From an optimization exercise on the open Yosys and OpenROAD flow, aimed at small area, a short achievable clock period and few clock cycles; shortcuts taken in it are not production practice.
Only simulation tests tie the RTL to the original design; equivalence was not proved.
No activity file was given, so power comes from the tool's default toggle rates.

[config.mk]
export PLATFORM = sky130hd
export DESIGN_NAME = mmu_pcb
export DESIGN_NICKNAME = mmu_pcb
export VERILOG_FILES = /design/flow/design.v
export SDC_FILE = /design/flow/constraint.sdc
export NUM_CORES = 4
export LEC_CHECK = 0
export CAP_MARGIN = 20
export CORE_MARGIN = 2
export CORE_UTILIZATION = 30
export PLACE_DENSITY = 0.5
export SLEW_MARGIN = 20
[constraint.sdc]
create_clock -name core_clock -period 12.0 [get_ports {clk}]
set_input_delay 2.4000 -clock core_clock [delete_from_list [all_inputs] [get_ports {clk}]]
set_output_delay 2.4000 -clock core_clock [all_outputs]
set_load 0.01 [all_outputs]
[design.v]
module mmu_pcb (
    input  wire        clk,
    input  wire        rst,
    input  wire        cmd_valid,
    output wire        cmd_ready,
    input  wire [15:0] cmd_cw,
    input  wire [15:0] cmd_a,
    input  wire [15:0] cmd_b,
    input  wire [15:0] cmd_pc,        
    output reg         rsp_valid,
    output reg  [2:0]  rsp_status,
    output reg  [15:0] rsp_value,
    output reg         rsp_pc_we,     
    output reg  [15:0] rsp_pc,
    output reg         rsp_diag_valid,
    output reg  [2:0]  rsp_diag_code,
    output reg  [15:0] rsp_diag_a,
    output reg  [15:0] rsp_diag_b,
    output reg  [15:0] ptbr,
    output reg         running,
    output reg  [1:0]  fault_cause,
    output reg  [15:0] fault_va,
    output reg         fault_kind,
    output reg         mem_en,
    output reg         mem_we,
    output reg  [15:0] mem_addr,
    output reg  [15:0] mem_wdata,
    input  wire [15:0] mem_rdata,
    output reg         img_en,
    output reg         img_sel,       
    output reg  [11:0] img_idx,
    input  wire [15:0] img_rdata
);
    localparam [3:0] OP_ALLOC  = 4'h0, OP_FREE  = 4'h1, OP_MAP   = 4'h2, OP_UNMAP = 4'h3,
                     OP_XLATE  = 4'h4, OP_VREAD = 4'h5, OP_VWRITE= 4'h6, OP_CREATE= 4'h7,
                     OP_LOAD   = 4'h8, OP_YIELD = 4'h9, OP_HALT  = 4'hA, OP_BRK   = 4'hB;
    localparam [15:0] PC_INIT = 16'h3000;
    localparam [3:0]
        S_IDLE = 4'd0,
        S_XL   = 4'd1,    
        S_MAP  = 4'd2,    
        S_UMAP = 4'd3,    
        S_LRD  = 4'd4,    
        S_LCK  = 4'd5,    
        S_PC   = 4'd6,    
        S_WCHK = 4'd7,    
        S_WRD  = 4'd8,    
        S_CLR  = 4'd9,    
        S_CMAP = 4'd10,   
        S_PRD  = 4'd11,   
        S_COPY = 4'd12,   
        S_CLW  = 4'd13,   
        S_CSET = 4'd14;   
    localparam [1:0] V_VAL = 2'd0, V_RDATA = 2'd1, V_PA = 2'd2, V_NONE = 2'd3;
    reg [3:0]  state;
    reg        rsp_v;
    reg [2:0]  r_status;
    reg [1:0]  r_vsel;
    reg [5:0]  r_val;
    reg        r_pcwe;
    reg        r_dv;
    reg [2:0]  r_dcode;
    reg [15:0] opa, opb;      
    reg        brk;           
    reg        kind;
    reg        is_vread, is_vwrite;
    reg        halting;       
    reg        first, second;
    reg [5:0]  cur;
    reg        loaded;
    reg [6:0]  n;
    reg [31:3] bm;            
    reg        dirty;         
    reg [1:0]  pi;            
    reg [11:0] k;             
    reg [1:0]  w;             
    assign cmd_ready = (state == S_IDLE);
    reg        al_found;
    reg [4:0]  al_frame;
    integer    fi;
    always @* begin
        al_found = 1'b0;
        al_frame = 5'd0;
        for (fi = 31; fi >= 3; fi = fi - 1)
            if (bm[fi]) begin
                al_found = 1'b1;
                al_frame = fi[4:0];
            end
    end
    reg [15:0] sc_word;
    reg        sc_found;
    reg [3:0]  sc_idx;
    integer    si;
    always @* begin
        for (si = 0; si < 16; si = si + 1)
            sc_word[si] = mem_rdata[si] &&
                          (first ? (si > cur[3:0]) : !(second && halting && si == cur[3:0]));
        sc_found = 1'b0;
        sc_idx   = 4'd0;
        for (si = 15; si >= 0; si = si - 1)
            if (sc_word[si]) begin
                sc_found = 1'b1;
                sc_idx   = si[3:0];
            end
    end
    wire [6:0] n_m1   = n - 7'd1;
    wire [1:0] w_next = (w == n_m1[5:4]) ? 2'd0 : w + 2'd1;
    wire [3:0] c_op      = cmd_cw[3:0];
    wire       c_legal   = (cmd_cw[15:4] == 12'd0) && (c_op <= OP_BRK);
    wire       c_needcur = (c_op == OP_XLATE) || (c_op == OP_VREAD) || (c_op == OP_VWRITE) ||
                           (c_op == OP_YIELD) || (c_op == OP_HALT) || (c_op == OP_BRK);
    wire       c_ptbase  = (cmd_a[15:11] == 5'b00010) && (cmd_a[4:0] == 5'd0);
    wire       c_bad     = ((c_op == OP_FREE) && (cmd_a[15:5] != 11'd0)) ||
                           ((c_op == OP_LOAD) && (cmd_a[15:6] != 10'd0)) ||
                           (((c_op == OP_MAP) || (c_op == OP_UNMAP)) && !c_ptbase);
    wire       halted    = (fault_cause != 2'd0) || !running;
    wire       c_refuse  = halted || !c_legal || c_bad || (c_needcur && !loaded);
    wire       accept    = cmd_valid && (state == S_IDLE);
    wire       go        = accept && !c_refuse;
    wire [15:0] seg_len  = pi[1] ? opb : opa;
    wire [12:0] seg_eff  = (seg_len[15:13] != 3'd0 || (seg_len[12] && seg_len[11:0] != 12'd0))
                           ? 13'h1000 : seg_len[12:0];
    wire [12:0] k_inc    = {1'b0, k} + 13'd1;
    wire        k_last   = (k_inc == seg_eff);
    wire        xl_inval = !mem_rdata[0];
    wire        xl_perm  = kind ? mem_rdata[2] : mem_rdata[1];
    wire        xl_ok    = mem_rdata[0] && xl_perm;
    wire        resv     = (opa[15:11] < 5'd6);
    wire [5:0]  mp_pid   = brk ? cur : opa[10:5];
    wire [4:0]  mp_vpn   = brk ? opa[15:11] : opb[15:11];
    wire [1:0]  mp_perm  = brk ? opa[2:1] : opb[2:1];
    wire [5:0]  wk_pid   = halting ? cur : n[5:0];
    function [15:0] pte_addr(input [5:0] p, input [4:0] vp);
        pte_addr = {4'b0001, 1'b0, p, vp};
    endfunction
    function [15:0] pc_addr(input [5:0] p);
        pc_addr = {4'b0000, 1'b1, p, 5'd0};
    endfunction
    function [15:0] lw_addr(input [1:0] wi);
        lw_addr = {12'd1, 2'd0, wi};
    endfunction
    reg [15:0] cur_bit, n_bit;
    always @* begin
        cur_bit = 16'd0;
        cur_bit[cur[3:0]] = 1'b1;
        n_bit = 16'd0;
        n_bit[n[3:0]] = 1'b1;
    end
    always @* begin
        mem_en    = 1'b0;
        mem_we    = 1'b0;
        mem_addr  = 16'd0;
        mem_wdata = 16'd0;
        img_en    = 1'b0;
        img_sel   = pi[1];
        img_idx   = k_inc[11:0];
        case (state)
            S_IDLE: begin
                mem_en = cmd_valid;
                case (c_op)
                    OP_MAP, OP_UNMAP: mem_addr = pte_addr(cmd_a[10:5], cmd_b[15:11]);
                    OP_LOAD:          mem_addr = pc_addr(cmd_a[5:0]);
                    OP_YIELD:         mem_addr = lw_addr(cur[5:4]);
                    OP_HALT:          mem_addr = pte_addr(cur, 5'd0);
                    default:          mem_addr = pte_addr(cur, cmd_a[15:11]);
                endcase
            end
            S_XL: begin
                mem_en    = is_vread || (is_vwrite && xl_ok && !resv);
                mem_we    = is_vwrite;
                mem_addr  = {mem_rdata[15:11], opa[10:0]};
                mem_wdata = opb;
            end
            S_MAP: begin
                mem_en    = !mem_rdata[0] && al_found;
                mem_we    = 1'b1;
                mem_addr  = pte_addr(mp_pid, mp_vpn);
                mem_wdata = {al_frame, 8'd0, mp_perm, 1'b1};
            end
            S_UMAP: begin
                mem_en    = mem_rdata[0];
                mem_we    = 1'b1;
                mem_addr  = pte_addr(mp_pid, mp_vpn);
            end
            S_LRD: begin
                mem_en    = 1'b1;
                mem_addr  = lw_addr(w);
            end
            S_LCK: begin
                mem_en    = first;
                mem_we    = 1'b1;
                mem_addr  = halting ? lw_addr(w) : pc_addr(cur);
                mem_wdata = halting ? (mem_rdata & ~cur_bit) : (opb ^ PC_INIT);
            end
            S_PC: begin
                mem_en    = 1'b1;
                mem_addr  = pc_addr(cur);
            end
            S_WCHK: begin
                mem_en    = 1'b1;
                mem_we    = mem_rdata[0];
                mem_addr  = pte_addr(wk_pid, mem_rdata[0] ? k[4:0] : k_inc[4:0]);
            end
            S_WRD: begin
                mem_en    = 1'b1;
                mem_addr  = pte_addr(wk_pid, k_inc[4:0]);
            end
            S_CLR: begin
                mem_en    = 1'b1;
                mem_we    = 1'b1;
                mem_addr  = pte_addr(n[5:0], k[4:0]);
            end
            S_CMAP: begin
                mem_en    = 1'b1;
                mem_we    = al_found;
                mem_addr  = pte_addr(n[5:0], al_found ? 5'd6 + {3'd0, pi} : 5'd0);
                mem_wdata = {al_frame, 8'd0, pi[1], 1'b1, 1'b1};
            end
            S_PRD: begin
                mem_en    = 1'b1;
                mem_addr  = pte_addr(n[5:0], 5'd6 + {3'd0, pi[1], k[11]});
                img_en    = !k[11];
                img_idx   = 12'd0;
            end
            S_COPY: begin
                mem_en    = 1'b1;
                mem_we    = 1'b1;
                mem_addr  = {mem_rdata[15:11], k[10:0]};
                mem_wdata = img_rdata;
                img_en    = !k_last;
            end
            S_CLW: begin
                mem_en    = 1'b1;
                mem_addr  = lw_addr(n[5:4]);
            end
            S_CSET: begin
                mem_en    = 1'b1;
                mem_we    = 1'b1;
                mem_addr  = lw_addr(n[5:4]);
                mem_wdata = mem_rdata | n_bit;
            end
            default: ;
        endcase
    end
    always @* begin
        rsp_valid      = rsp_v;
        rsp_status     = r_status;
        case (r_vsel)
            V_VAL:   rsp_value = {10'd0, r_val};
            V_RDATA: rsp_value = mem_rdata;
            V_PA:    rsp_value = {mem_rdata[15:11], opa[10:0]};
            default: rsp_value = 16'hFFFF;
        endcase
        rsp_pc_we      = r_pcwe;
        rsp_pc         = mem_rdata ^ PC_INIT;
        rsp_diag_valid = r_dv;
        rsp_diag_code  = r_dcode;
        rsp_diag_a     = r_dcode[2] && (r_dcode != 3'd4) ? opa :
                         (r_dcode == 3'd1) ? 16'h0040 : {11'd0, opa[15:11]};
        rsp_diag_b     = loaded ? {10'd0, cur} : 16'hFFFF;
        ptbr           = loaded ? pte_addr(cur, 5'd0) : 16'd0;
        fault_va       = (fault_cause != 2'd0) ? opa : 16'd0;
    end
    reg        bm_set, bm_clr;
    reg [4:0]  bm_f;
    always @* begin
        bm_set = 1'b0;
        bm_clr = 1'b0;
        bm_f   = al_frame;
        case (state)
            S_IDLE: begin
                if (go && c_op == OP_ALLOC) bm_clr = al_found;
                if (go && c_op == OP_FREE) begin
                    bm_set = 1'b1;
                    bm_f   = cmd_a[4:0];
                end
            end
            S_MAP:  bm_clr = !mem_rdata[0] && al_found;
            S_CMAP: bm_clr = al_found;
            S_UMAP, S_WCHK: begin
                bm_set = mem_rdata[0];
                bm_f   = mem_rdata[15:11];
            end
            default: ;
        endcase
    end
    task respond(input [2:0] s, input [1:0] vsel, input [5:0] val);
        begin
            rsp_v    <= 1'b1;
            r_status <= s;
            r_vsel   <= vsel;
            r_val    <= val;
            state    <= S_IDLE;
        end
    endtask
    task diag(input [2:0] code);
        begin
            r_dv    <= 1'b1;
            r_dcode <= code;
        end
    endtask
    task walk_done;
        begin
            if (halting) begin
                w     <= cur[5:4];
                first <= 1'b1;
                state <= S_LRD;
            end else begin
                respond(3'd3, V_VAL, 6'd0);
            end
        end
    endtask
    always @(posedge clk) begin
        if (rst) begin
            state       <= S_IDLE;
            rsp_v       <= 1'b0;
            running     <= 1'b1;
            fault_cause <= 2'd0;
            fault_kind  <= 1'b0;
            loaded      <= 1'b0;
            n           <= 7'd0;
            bm          <= {29{1'b1}};
            dirty       <= 1'b0;
        end else begin
            rsp_v <= 1'b0;
            if (bm_set && bm_f >= 5'd3) bm[bm_f] <= 1'b1;
            if (bm_clr) bm[bm_f] <= 1'b0;
            case (state)
                S_IDLE: if (accept) begin
                    if (!halted) opa <= cmd_a;
                    opb       <= (c_op == OP_YIELD) ? cmd_pc : cmd_b;
                    r_pcwe    <= 1'b0;
                    r_dv      <= 1'b0;
                    kind      <= (c_op == OP_XLATE) ? cmd_b[0] : (c_op == OP_VWRITE);
                    is_vread  <= (c_op == OP_VREAD);
                    is_vwrite <= (c_op == OP_VWRITE);
                    brk       <= (c_op == OP_BRK);
                    halting   <= (c_op == OP_HALT);
                    first     <= 1'b1;
                    second    <= 1'b0;
                    w         <= cur[5:4];
                    k         <= 12'd0;
                    pi        <= 2'd0;
                    if (c_refuse) begin
                        respond(3'd7, V_VAL, 6'd0);
                    end else begin
                        case (c_op)
                            OP_ALLOC: begin
                                if (al_found) respond(3'd0, V_VAL, {1'b0, al_frame});
                                else          respond(3'd1, V_VAL, 6'd0);
                            end
                            OP_FREE:  respond(3'd0, V_VAL, 6'd0);
                            OP_MAP:   state <= S_MAP;
                            OP_UNMAP: state <= S_UMAP;
                            OP_BRK:   state <= cmd_a[0] ? S_MAP : S_UMAP;
                            OP_CREATE: begin
                                if (n[6]) begin
                                    respond(3'd5, V_VAL, 6'd0);
                                    diag(3'd1);
                                end else begin
                                    state <= dirty ? S_CLR : S_CMAP;
                                end
                            end
                            OP_LOAD: begin
                                cur    <= cmd_a[5:0];
                                loaded <= 1'b1;
                                r_pcwe <= 1'b1;
                                respond(3'd0, V_VAL, 6'd0);
                            end
                            OP_YIELD: state <= S_LCK;
                            OP_HALT:  state <= S_WCHK;
                            default:  state <= S_XL;    
                        endcase
                    end
                end
                S_XL: begin
                    if (resv || !xl_ok) begin
                        fault_cause <= resv ? 2'd1 : xl_inval ? 2'd2 : 2'd3;
                        fault_kind  <= kind;
                        diag(resv ? 3'd5 : xl_inval ? 3'd6 : 3'd7);
                        respond(3'd6, V_VAL, resv ? 6'd1 : xl_inval ? 6'd2 : 6'd3);
                    end else if (is_vread) begin
                        respond(3'd0, V_RDATA, 6'd0);
                    end else if (is_vwrite) begin
                        respond(3'd0, V_VAL, 6'd0);
                    end else begin
                        respond(3'd0, V_PA, 6'd0);
                    end
                end
                S_MAP: begin
                    if (mem_rdata[0]) begin
                        if (brk) begin
                            diag(3'd2);
                            respond(3'd0, V_VAL, 6'd0);
                        end else begin
                            respond(3'd2, V_VAL, 6'd0);
                        end
                    end else if (!al_found) begin
                        if (brk) begin
                            diag(3'd3);
                            respond(3'd0, V_VAL, 6'd0);
                        end else begin
                            respond(3'd3, V_VAL, 6'd0);
                        end
                    end else begin
                        if (!brk) dirty <= 1'b1;
                        respond(3'd0, V_VAL, brk ? 6'd0 : {1'b0, al_frame});
                    end
                end
                S_UMAP: begin
                    if (!mem_rdata[0]) begin
                        if (brk) begin
                            diag(3'd4);
                            respond(3'd0, V_VAL, 6'd0);
                        end else begin
                            respond(3'd4, V_VAL, 6'd0);
                        end
                    end else begin
                        respond(3'd0, V_VAL, 6'd0);
                    end
                end
                S_LRD: state <= S_LCK;
                S_LCK: begin
                    first <= 1'b0;
                    if (sc_found) begin
                        cur   <= {w, sc_idx};
                        state <= S_PC;
                    end else if (second) begin
                        if (halting) running <= 1'b0;
                        respond(3'd0, V_NONE, 6'd0);
                    end else begin
                        w      <= w_next;
                        second <= (w_next == cur[5:4]);
                        state  <= (w_next == w) ? S_LCK : S_LRD;
                    end
                end
                S_PC: begin
                    r_pcwe <= 1'b1;
                    respond(3'd0, V_VAL, cur);
                end
                S_WCHK: begin
                    if (mem_rdata[0]) begin
                        state <= S_WRD;
                    end else begin
                        k <= k_inc[11:0];
                        if (k[4:0] == 5'd31) walk_done;
                    end
                end
                S_WRD: begin
                    k <= k_inc[11:0];
                    if (k[4:0] == 5'd31) walk_done;
                    else                 state <= S_WCHK;
                end
                S_CLR: begin
                    k <= k_inc[11:0];
                    if (k[4:0] == 5'd31) state <= S_CMAP;
                end
                S_CMAP: begin
                    k <= 12'd0;
                    if (!al_found) begin
                        if (pi == 2'd0) respond(3'd3, V_VAL, 6'd0);
                        else            state <= S_WCHK;      
                    end else if (!pi[0]) begin
                        pi <= pi + 2'd1;
                    end else if (seg_eff != 13'd0) begin
                        state <= S_PRD;
                    end else if (!pi[1]) begin
                        pi <= 2'd2;
                    end else begin
                        state <= S_CLW;
                    end
                end
                S_PRD: state <= S_COPY;
                S_COPY: begin
                    k <= k_inc[11:0];
                    if (k_last) begin
                        if (!pi[1]) begin
                            pi    <= 2'd2;
                            state <= S_CMAP;
                        end else begin
                            state <= S_CLW;
                        end
                    end else if (k[10:0] == 11'h7FF) begin
                        state <= S_PRD;
                    end
                end
                S_CLW: state <= S_CSET;
                S_CSET: begin
                    n <= n + 7'd1;
                    respond(3'd0, V_VAL, n[5:0]);
                end
                default: state <= S_IDLE;
            endcase
        end
    end
endmodule
[run.sh]
#!/bin/bash
# synth_recipe.tcl (not shown) runs the flow's synth.tcl, then flattens the netlist and writes it again
# the make line also repeats each setting of config.mk as NAME=value (left out here)
make -C /OpenROAD-flow-scripts/flow DESIGN_CONFIG=/design/flow/config.mk WORK_HOME=/design/flow/orfs CLKGATE_MAP_FILE= SYNTH_SCRIPT=/design/flow/synth_recipe.tcl finish
==> impl_metrics.tcl <==
set metrics [dict create \
    hold_class "reg -> reg" \
    place_congestion 0.9495 \
    place.detailed.hpwl_um 40640 \
    path_cells "clkdlybuf4s50_1 -> nor4_1 -> a31oi_1 -> or3_1 -> nor3_2 -> o21bai_1 -> nand2_1 -> ha_1 -> nand2_1 -> nor3_2 -> o21ai_4 -> or2_2 -> inv_1 -> ha_1 -> nor4bb_1 -> nand4b_1 -> a211oi_1 -> nor2b_1 -> nand2_1 -> nor3b_1 -> inv_1 -> nor3_1 -> o21ai_0" \
    synthDistinctLibCells 80 \
    power_density_mw_per_mm2 83.20 \
    postRouteAntennaNets 0 \
    initial_utilization 0.3060 \
    areaGrowthSynthToFinish_pct 30.10 \
    cp-end-kind "flop" \
    yosys_warnings 1 \
    grt_pass1_vias 11730 \
    holdBufCountCts 0 \
    first_pass_iters 6 \
    antenna_found_initial 3 \
    syn_area_per_cell_um2 7.724 \
    fillers 3679 \
    synth_flop_cell "edfxtp_1" \
    overflow 0 \
    grt_pass1_wl_um 78080 \
    synth-async-reset-ratio 0 \
    via_count 12340 \
    yosysTopAreaCell "edfxtp_1" \
    fin_setup_tns_ns 0 \
    p_int_mw 0.8607 \
    io_buffer_count 247 \
    nNetsFinal 1712 \
    pre_cts_ws_ns 2.460 \
    hold_start "dirty$_SDFFE_PP0P_" \
    drive_gt1_frac 0.06608 \
    synthTopCellsByArea "edfxtp_1, dfxtp_1, nor2_1, a21oi_1, o21ai_0" \
    cp_max_fo 15 \
    layout_min_cycle_time_ns 9.245 \
    cts_tree "yes" \
    slew_headroom 0.2931 \
    seqPwrFrac 0.405 \
    yosysMostFrequentCell "nor2_1" \
    p_leak_nw 4.960 \
    pin_count 257 \
    htreeDepth 4 \
    post-cts-setup-buffer-count 0 \
    dp_cells 2033 \
    vias_per_cell 5.976 \
    cts_resized 0 \
    power.share.clock 0.461 \
    skew_ns 0.01946 \
    r2r_end "bm[5]$_SDFF_PP1_" \
    drcViolationCount 0 \
    rows 69 \
    die_h_um 194.9 \
    ys_ff_latch 124 \
    ir_drop_uv 89.92 \
    track_usage 0.2728 \
    synth_seq_area_share 0.2974 \
    cp.arrival_ns 9.52 \
    avgRoutedWirePerCell_um 25.75 \
    max_freq_mhz 108.2 \
    synth_enable_flop_cells 77 \
    power_switching_mw 0.3230 \
    whs_ns 0.5058 \
    rsz0062_at_grt "no" \
    drt-initial-drc-count 1427 \
    antenna_cells 0 \
    fin_ws_ns 2.755 \
    total_power_mw 1.184 \
    drv_cap 0 \
    fin_cells 2065 \
    totalWireLength_um 53170 \
    cp_data_required_time_ns 12.27 \
    clk_pin_slew_ns 0.07 \
    cts-root-buf "clkbuf_16" \
    cts_buffers 17 \
    cpMostUsedCell "nand2_1" \
    drv_slew 0 \
    syn_area_mm2 0.01094 \
    clock_latency_ns 0.44 \
    cpPeakStageDelay_ns 0.86 \
    cts_max_path_buffers 2 \
    coreArea_mm2 0.03574 \
    min_delay_path_depth 2 \
    finalHoldViolations 0 \
    critPathLaunchType "primary input" \
    worstMarginPinSlew_ns 1.060 \
    setup_viol 0 \
    critPathKind "in -> reg" \
    synth_common_cells "nor2_1, nand2_1, a21oi_1, o21ai_0, edfxtp_1" \
    hold_end "dirty$_SDFFE_PP0P_" \
    outcome "no timing/DRC/antenna violations" \
    synthesis.instances 1416 \
    ff2ff_path_depth 24 \
    rr_startpoint "state[0]$_SDFFE_PP0P_" \
    grt_max_degree 40 \
    pwr-share-comb 0.134 \
    finalCritPeriodShare 0.7704 \
    yosysTopAreaCellShare 0.2114 \
    clkSinkCount 124 \
    dieArea_mm2 0.03800 \
    switching_share 0.2729 \
    die_x_um 194.9 \
    crit_slowest_cell "nor4_1" \
    rrSetupSlack_ns 5.01 \
]
sequential cells by signal, indices dropped and copies added, names as in the netlist, 2 cells and up:
| signal | flops |
|---|---|
| state | 4 |
| bm | 29 |
| r_status | 3 |
| cur | 6 |
| w | 2 |
| opb | 16 |
| n | 7 |
| r_val | 6 |
| pi | 2 |
| opa | 16 |
| fault_cause | 2 |
| k | 12 |
| r_dcode | 3 |
| r_vsel | 2 |
layout make-up:
| class | instances | area [um2] | share of cell area |
|---|---|---|---|
| multi-input combinational | 1132 | 6978 | 0.4904 |
| timing repair buffer | 268 | 2638 | 0.1854 |
| sequential | 124 | 3253 | 0.2286 |
| clock inverter | 11 | 100.1 | 0.007035 |
| tap | 461 | 576.8 | 0.04054 |
| inverter | 48 | 180.2 | 0.01266 |
| clock buffer | 21 | 503.0 | 0.03535 |
critical path, delay by kind of cell:
family / cells / cell delay, ns
buffers and inverters: 3 / 0.65
AND/OR/NAND/NOR: 13 / 4.77
AO/OA/AOI/OAI: 5 / 1.06
adder cells (fa/ha/maj): 2 / 0.62
cells in the final DEF, fill, tap and decap left out, types with 8 or more instances in the layout:
master / n
clkdlybuf4s50_1: 247
nor2_1: 163
nand2_1: 127
a21oi_1: 103
o21ai_0: 97
edfxtp_1: 77
dfxtp_1: 47
inv_1: 46
nand3_1: 43
nor3_1: 43
nor2b_1: 37
a22oi_1: 33
a31oi_1: 29
and2_1: 27
mux2_2: 26
nand2b_1: 23
mux2i_1: 22
ha_1: 22
xnor2_1: 21
nor4_1: 20
buf_4: 20
a211oi_1: 19
clkbuf_16: 19
or3_1: 17
nand4_1: 15
a22o_1: 13
o211ai_1: 13
xor2_1: 12
a221oi_1: 11
and3_1: 11
o31ai_1: 11
a221o_1: 10
o21a_1: 10
o22ai_1: 9
conb_1: 9
nor3b_1: 8
routing by layer:
metal | global-route usage | vias up | wire [um] | part of all wire
met5 | 0 | - | 16 | 0.00030
met2 | 0.4253 | 647 | 23300 | 0.44
met1 | 0.3770 | 5976 | 23550 | 0.44
met4 | 0.08510 | 2 | 1554 | 0.029
li1 | - | 5626 | - | -
met3 | 0.05657 | 89 | 4748 | 0.089
kinds of logic after synthesis:
group | Yosys count | share of synthesized area
multiplexers | 49 | 0.04816
adder cells (fa/ha/maj) | 27 | 0.02974
flip-flops | 124 | 0.2974
AND/OR/NAND/NOR | 573 | 0.2581
XOR/XNOR | 33 | 0.02643
buffers and inverters | 168 | 0.06933
other | 1 | 0.0003429
AO/OA/AOI/OAI | 441 | 0.2705
how the worst max path moves through the flow:
stage	startpoint	end	slack [ns]	cells after the start
3_5_place_dp	cmd_a[11]	bm[5]$_SDFF_PP1_	2.46	23
5_1_grt	cmd_a[14]	bm[5]$_SDFF_PP1_	2.11	23
4_1_cts	cmd_a[14]	bm[5]$_SDFF_PP1_	2.90	23
2_1_floorplan	cmd_cw[7]	bm[5]$_SDFF_PP1_	4.18	23
3_3_place_gp	cmd_a[14]	bm[5]$_SDFF_PP1_	2.75	23
6_report	cmd_a[14]	bm[5]$_SDFF_PP1_	2.75	23
power groups by stage:
stage | combinational [mW] | sequential (mW) | clock [mW]
3_3_place_gp | 0.156 | 0.488 | 0
3_5_place_dp | 0.155 | 0.488 | 0
2_1_floorplan | 0.0713 | 0.476 | 0
6_report | 0.158 | 0.480 | 0.546
4_1_cts | 0.157 | 0.479 | 0.547
5_1_grt | 0.167 | 0.480 | 0.561
per-stage QoR:
step | utilization | area [um2]
6_report | 0.3981 | 14230
3_5_place_dp | 0.3811 | 13620
2_1_floorplan | - | 10970
4_1_cts | 0.3980 | 14220
5_1_grt | 0.3981 | 14230
3_3_place_gp | 0.3806 | 13600
Testbench counts, summed over its fixed seeds: cycles 108,529.

[port drivers added, routing unchanged]
No port has a modelled driver above. Below, the same layout with a new extraction and two added sets of constraints.
Step 1 (the two cells are an assumption about what drives the block):
set clk [get_ports {clk}]
set_driving_cell -lib_cell sky130_fd_sc_hd__clkbuf_16 $clk
set_driving_cell -lib_cell sky130_fd_sc_hd__buf_2 [delete_from_list [all_inputs] $clk]
Step 2 moves the port delays by t, midway between the first and last clock arrival at a register: inputs arrive t later, outputs are due t later. That takes back most of the time a late clock gives input paths.
a / b / c = ideal / step 1 / step 2; a / b = the first two.
t, ns: 0.479
setup slack, ns: 2.755 / 2.779 / 2.300
worst setup path at the end: input to register
worst slew at a driven data input, ns: 0.05
After both steps this run still meets setup and hold. The setup slack of this run moves by +0.024 ns with the drivers and by -0.455 ns with both steps.
